From an optimization exercise on the open Yosys and OpenROAD flow, aimed at small area, a short achievable clock period and few clock cycles per item; shortcuts taken in it are not production practice. In this exercise RTL edits were held to simulation tests only and were not proved equivalent to the original. The clock input has no modelled driver; a real chip could not lean on it and would need a root buffer or a full tree. Power figures rest on the tool's default switching activity, not on a simulated workload.

==> flow/design.v <==
module pms7003_parse (
    input  wire         clk,
    input  wire         rst,           
    input  wire         in_valid,
    output wire         in_ready,
    input  wire [7:0]   in_data,
    input  wire         in_last,
    input  wire [31:0]  now,
    output reg          out_valid,
    output wire [2:0]   out_err,       
    output wire [191:0] out_fields,    
    output wire [16:0]  out_count,     
    output wire [12:0]  out_est10,     
    output reg  [31:0]  out_ts
);
    assign in_ready = 1'b1;
    reg [5:0] idx;
    always @(posedge clk) begin
        if (rst)
            idx <= 6'd0;
        else if (in_valid) begin
            if (in_last)
                idx <= 6'd0;
            else if (idx != 6'd32)
                idx <= idx + 6'd1;
        end
    end
    reg [7:0] d_q;
    always @(posedge clk)
        if (in_valid)
            d_q <= in_data;
    reg [7:0] fb [4:27];
    integer k;
    always @(posedge clk) begin
        for (k = 4; k < 28; k = k + 1)
            if (k == 22 || k == 23) begin
                if (idx == k)
                    fb[k] <= in_data;
            end else if (idx == k + 1)
                fb[k] <= d_q;
    end
    genvar g;
    generate
        for (g = 0; g < 12; g = g + 1) begin : g_fields
            assign out_fields[16*g +: 16] = {fb[4 + 2*g], fb[5 + 2*g]};
        end
    endgenerate
    reg sync0, sync1;
    always @(posedge clk) begin
        if (idx == 6'd1) sync0 <= (d_q == 8'h42);
        if (idx == 6'd2) sync1 <= (d_q == 8'h4D);
    end
    reg       add_q;        
    reg       first_q;      
    reg [7:0] lo, hi;
    reg       c8;
    wire [8:0] lo_n = {1'b0, first_q ? 8'd0 : lo} + {1'b0, d_q};
    wire       c_n  = add_q & lo_n[8] & ~first_q;
    wire [7:0] hi_0 = hi + {7'd0, c8};
    wire [7:0] hi_1 = hi + {6'd0, c8, ~c8};
    reg        hi_ok0, hi_ok1, hi_c;
    always @(posedge clk) begin
        add_q   <= in_valid & (idx < 6'd30);
        first_q <= (idx == 6'd0);
        if (add_q)
            lo <= lo_n[7:0];
        c8 <= c_n;
        hi <= (add_q & first_q) ? 8'd0 : hi_0;
        if (idx == 6'd30) begin
            hi_ok0 <= (hi_0 == in_data);
            hi_ok1 <= (hi_1 == in_data);
            hi_c   <= c_n;
        end
    end
    wire hi_ok = hi_c ? hi_ok1 : hi_ok0;
    wire lo_ok = (lo == in_data);
    reg [1:0] err;
    always @(posedge clk) begin
        if (rst)
            out_valid <= 1'b0;
        else
            out_valid <= in_valid & in_last;
        if (idx != 6'd31)
            err <= 2'd1;
        else if (!(sync0 & sync1))
            err <= 2'd2;
        else if (!(hi_ok & lo_ok))
            err <= 2'd3;
        else
            err <= 2'd0;
        out_ts <= now;
    end
    assign out_err = {1'b0, err};
    wire [8:0] cnt_lo_n = {1'b0, fb[17]} - {1'b0, fb[23]};
    reg  [7:0] cnt_lo;
    reg        cnt_b;
    reg  [8:0] cnt_hi;
    wire [9:0] cnt_hi_n = {1'b0, fb[16], 1'b1} + {1'b1, ~fb[22], ~cnt_b};
    always @(posedge clk) begin
        cnt_lo <= cnt_lo_n[7:0];
        cnt_b  <= cnt_lo_n[8];
        cnt_hi <= cnt_hi_n[9:1];
    end
    assign out_count = {cnt_hi, cnt_lo};
    localparam [28:0] A = 29'd63216501;
    reg [7:0]  ph;
    reg [2:0]  dig;
    reg [25:0] acc;
    always @(posedge clk) begin
        ph <= {ph[6:0], in_valid & (idx == 6'd23)};
        dig <= ({3{ph[1]}} & out_count[2:0])
             | ({3{ph[2]}} & out_count[5:3])
             | ({3{ph[3]}} & out_count[8:6])
             | ({3{ph[4]}} & out_count[11:9])
             | ({3{ph[5]}} & out_count[14:12])
             | ({3{ph[6]}} & {out_count[16], out_count[16:15]});
    end
    wire       top = ph[7];
    reg [28:0] term;
    always @(*) begin
        case ({top, dig})
            4'b0_000: term = 29'd0;
            4'b0_001: term = A;
            4'b0_010: term = A * 2;
            4'b0_011: term = A * 3;
            4'b0_100: term = A * 4;
            4'b0_101: term = A * 5;
            4'b0_110: term = A * 6;
            4'b0_111: term = A * 7;
            4'b1_001: term = A + 29'd16384;
            4'b1_110: term = 29'd16384 - A * 2;
            4'b1_111: term = 29'd16384 - A;
            default:  term = 29'd16384;
        endcase
    end
    wire [28:0] acc_sum = {3'd0, acc} + term;
    wire        run     = |ph[7:2];
    always @(posedge clk) begin
        if (ph[0])
            acc <= 26'd0;
        else if (run)
            acc <= acc_sum[28:3];
    end
    assign out_est10 = acc[24:12];
endmodule
export LEC_CHECK = 0
export CAP_MARGIN = 20
export CORE_MARGIN = 2
export CORE_UTILIZATION = 65
export CTS_BUF_LIST = sky130_fd_sc_hd__clkbuf_16
export CTS_CLUSTER_DIAMETER = 100
export CTS_CLUSTER_SIZE = 30
export SLEW_MARGIN = 20
create_clock -name core_clock -period 10.0 [get_ports {clk}]
standard.sh (not shown) runs the stock make flow with config.mk's settings and CLKGATE_MAP_FILE= SYNTH_SCRIPT=/design/flow/synth_recipe.tcl, a recipe that flattens the netlist after the stock synthesis.
==> flow/flow/run.sh <==
#!/bin/bash
# Standard ORFS layout, with the port buffers made of the smallest buffer cell.
# After clock tree synthesis, the clock root buffer drives the leaf buffers
# directly (the H-tree's intermediate buffers are taken out); the rest of the
# flow (global route with its timing repair, detailed route) then runs as usual.
set -euo pipefail
export BUFFER_PORTS_ARGS="-buffer_cell sky130_fd_sc_hd__buf_1"
export CTS_ARGS="-sink_clustering_enable -repair_clock_nets -sink_clustering_size 30 -sink_clustering_max_diameter 100 -buf_list sky130_fd_sc_hd__clkbuf_16 -dont_use_dummy_load"
bash standard.sh cts > standard_cts.log 2>&1
openroad -no_init -exit flow/clktree.tcl > clktree.log 2>&1
bash standard.sh SETUP_SLACK_MARGIN=7.0 finish > standard.log 2>&1
Other scripts of this flow, unchanged in this note and not shown: flow/flow/clktree.tcl
Testbench counts at the start, summed over its fixed seeds: cycles 64,008, frames 2,000.
==> next run, changes <==
==> flow/flow/run.sh (replaced) <==
#!/bin/bash
# Layout flow: the standard ORFS flow (standard.sh) with three changes.
#  1. The port buffers that global placement inserts are the smallest buffer
#     cell, sky130_fd_sc_hd__buf_1 (every input and output port still gets one).
#  2. After clock tree synthesis, flow/clktree.tcl flattens the clock tree: the
#     H-tree's intermediate buffers are taken out and the leaf buffers are split
#     into four groups by location, each driven by its own root buffer, which
#     the clock port drives (four cell pins on the port). Every register's clock
#     still passes through the same number of buffers.
#  3. The rest of the flow (global route with its repair, detailed route,
#     finish) runs with a setup slack margin of 7 ns, so that timing repair
#     aims for 3 ns paths; the design is still constrained at the design's
#     10 ns clock.
# Each step's full output goes to its own log file in this folder.
set -euo pipefail
export BUFFER_PORTS_ARGS="-buffer_cell sky130_fd_sc_hd__buf_1"
bash standard.sh cts > standard_cts.log 2>&1
openroad -no_init -exit flow/clktree.tcl > clktree.log 2>&1
bash standard.sh SETUP_SLACK_MARGIN=7.08 finish > standard.log 2>&1
Result: The new run finished clean. Total power went up slightly. Cell count went up by a few percent. Setup slack stays flat. Sequential share of layout area went down by 1.2 points. Utilization went up by 1.6 points.
==> next run, changes <==
==> flow/flow/run.sh (replaced) <==
#!/bin/bash
# Standard ORFS layout, with the port buffers made of the smallest buffer cell.
# After clock tree synthesis, the clock root buffer drives the leaf buffers
# directly (the H-tree's intermediate buffers are taken out); the rest of the
# flow (global route with its timing repair, detailed route) then runs as usual.
set -euo pipefail
export BUFFER_PORTS_ARGS="-buffer_cell sky130_fd_sc_hd__buf_1"
bash standard.sh cts > standard_cts.log 2>&1
openroad -no_init -exit flow/clktree.tcl > clktree.log 2>&1
bash standard.sh SETUP_SLACK_MARGIN=7.05 finish > standard.log 2>&1
CTS_CLUSTER_DIAMETER = 80   (was 100)
CTS_CLUSTER_SIZE = 20   (was 30)
The changed run completed without violations.
Power went up by 5.3%.
Global-route usage increases by 0.47 points.
Routed wire length barely changes.
Clock-buffer cell count increases by 6.
Maximum frequency barely changes.
Setup slack barely changes.
Via count fell by 0.42%.
==> next run, changes <==
--- a/flow/flow/run.sh
+++ b/flow/flow/run.sh
@@ -9,2 +9,2 @@
 openroad -no_init -exit flow/clktree.tcl > clktree.log 2>&1
-bash standard.sh SETUP_SLACK_MARGIN=7.05 finish > standard.log 2>&1
+bash standard.sh SETUP_SLACK_MARGIN=7.0 finish > standard.log 2>&1
CTS_CLUSTER_DIAMETER = 100   (was 80)
CTS_CLUSTER_SIZE = 30   (was 20)
What happened: The new run finished with timing, DRC and antenna clean. Core utilization fell by 1.2 points. Via count fell slightly. Cell area fell slightly. First-iteration DRC count fell by a little under a tenth.
==> next run, changes <==
==> flow/flow/run.sh (replaced) <==
#!/bin/bash
# Layout flow: the standard ORFS flow (standard.sh) with three changes.
#  1. The port buffers that global placement inserts are the smallest buffer
#     cell, sky130_fd_sc_hd__buf_1 (every input and output port still gets one).
#  2. After clock tree synthesis, flow/clktree.tcl flattens the clock tree: the
#     H-tree's intermediate buffers are taken out and the leaf buffers are split
#     into four groups by location, each driven by its own root buffer, which
#     the clock port drives (four cell pins on the port). Every register's clock
#     still passes through the same number of buffers.
#  3. The rest of the flow (global route with its repair, detailed route,
#     finish) runs with a setup slack margin of 7 ns, so that timing repair
#     aims for 3 ns paths; the design is still constrained at the design's
#     10 ns clock.
# Each step's full output goes to its own log file in this folder.
set -euo pipefail
export BUFFER_PORTS_ARGS="-buffer_cell sky130_fd_sc_hd__buf_1"
bash standard.sh cts > standard_cts.log 2>&1
openroad -no_init -exit flow/clktree.tcl > clktree.log 2>&1
bash standard.sh SETUP_SLACK_MARGIN=7.0 finish > standard.log 2>&1
Clock power is about the same.
First-iteration DRC count does not change.
Routed wire length does not change.
Total power does not change.
Worst setup slack does not change.
==> next run, changes <==
==> flow/flow/run.sh (replaced) <==
#!/bin/bash
# Standard ORFS layout, with the port buffers made of the smallest buffer cell.
# After clock tree synthesis, the clock root buffer drives the leaf buffers
# directly (the H-tree's intermediate buffers are taken out); the rest of the
# flow (global route with its timing repair, detailed route) then runs as usual.
set -euo pipefail
export BUFFER_PORTS_ARGS="-buffer_cell sky130_fd_sc_hd__buf_1"
bash standard.sh cts > standard_cts.log 2>&1
openroad -no_init -exit flow/clktree.tcl > clktree.log 2>&1
bash standard.sh SETUP_SLACK_MARGIN=7.0 finish > standard.log 2>&1
CORE_UTILIZATION = 70   (was 65)
After rerunning: Non-clock buffer count is lower by 4; sequential cell count is unchanged; power is about the same; worst setup slack loses 0.020 ns; final cell count goes down by a few percent; count of clock-buffer cells in the layout is unchanged; clock power is about the same.

port drivers added, routing unchanged:
How much do the figures lean on ideal ports? The routed layouts below were timed once more, with nothing changed but the port constraints. Step 1 sets driving cells, clkbuf_16 on the clock port and buf_2 on the other inputs (assumed; they add their load-dependent delay and slew). Step 2 times the ports against the registers' clock, not the clock port: input delays grow and output delays shrink by t, the midpoint of the rising clock arrivals with the driver on. Three values: ideal, step 1, step 2; two values: the first two.
| run | t, ns | setup WS [ns] | clock arrival spread, ns |
|---|---|---|---|
| the first run | 0.398 | 7.028 / 6.928 / 6.698 | 0.046 / 0.047 |
| the second run | 0.405 | 7.026 / 6.929 / 6.782 | 0.029 / 0.029 |
| the third run | 0.407 | 7.026 / 6.933 / 6.728 | 0.024 / 0.024 |
| the fourth run | 0.405 | 7.038 / 6.941 / 6.721 | 0.031 / 0.031 |
| the fifth run | 0.405 | 7.038 / 6.941 / 6.721 | 0.031 / 0.031 |
| the sixth run | 0.407 | 7.018 / 6.920 / 6.738 | 0.032 / 0.031 |
After both steps every run listed still meets setup and hold. For the first run, which loses most, drivers alone change the setup slack by -0.100 ns; drivers and shift together by -0.330 ns.
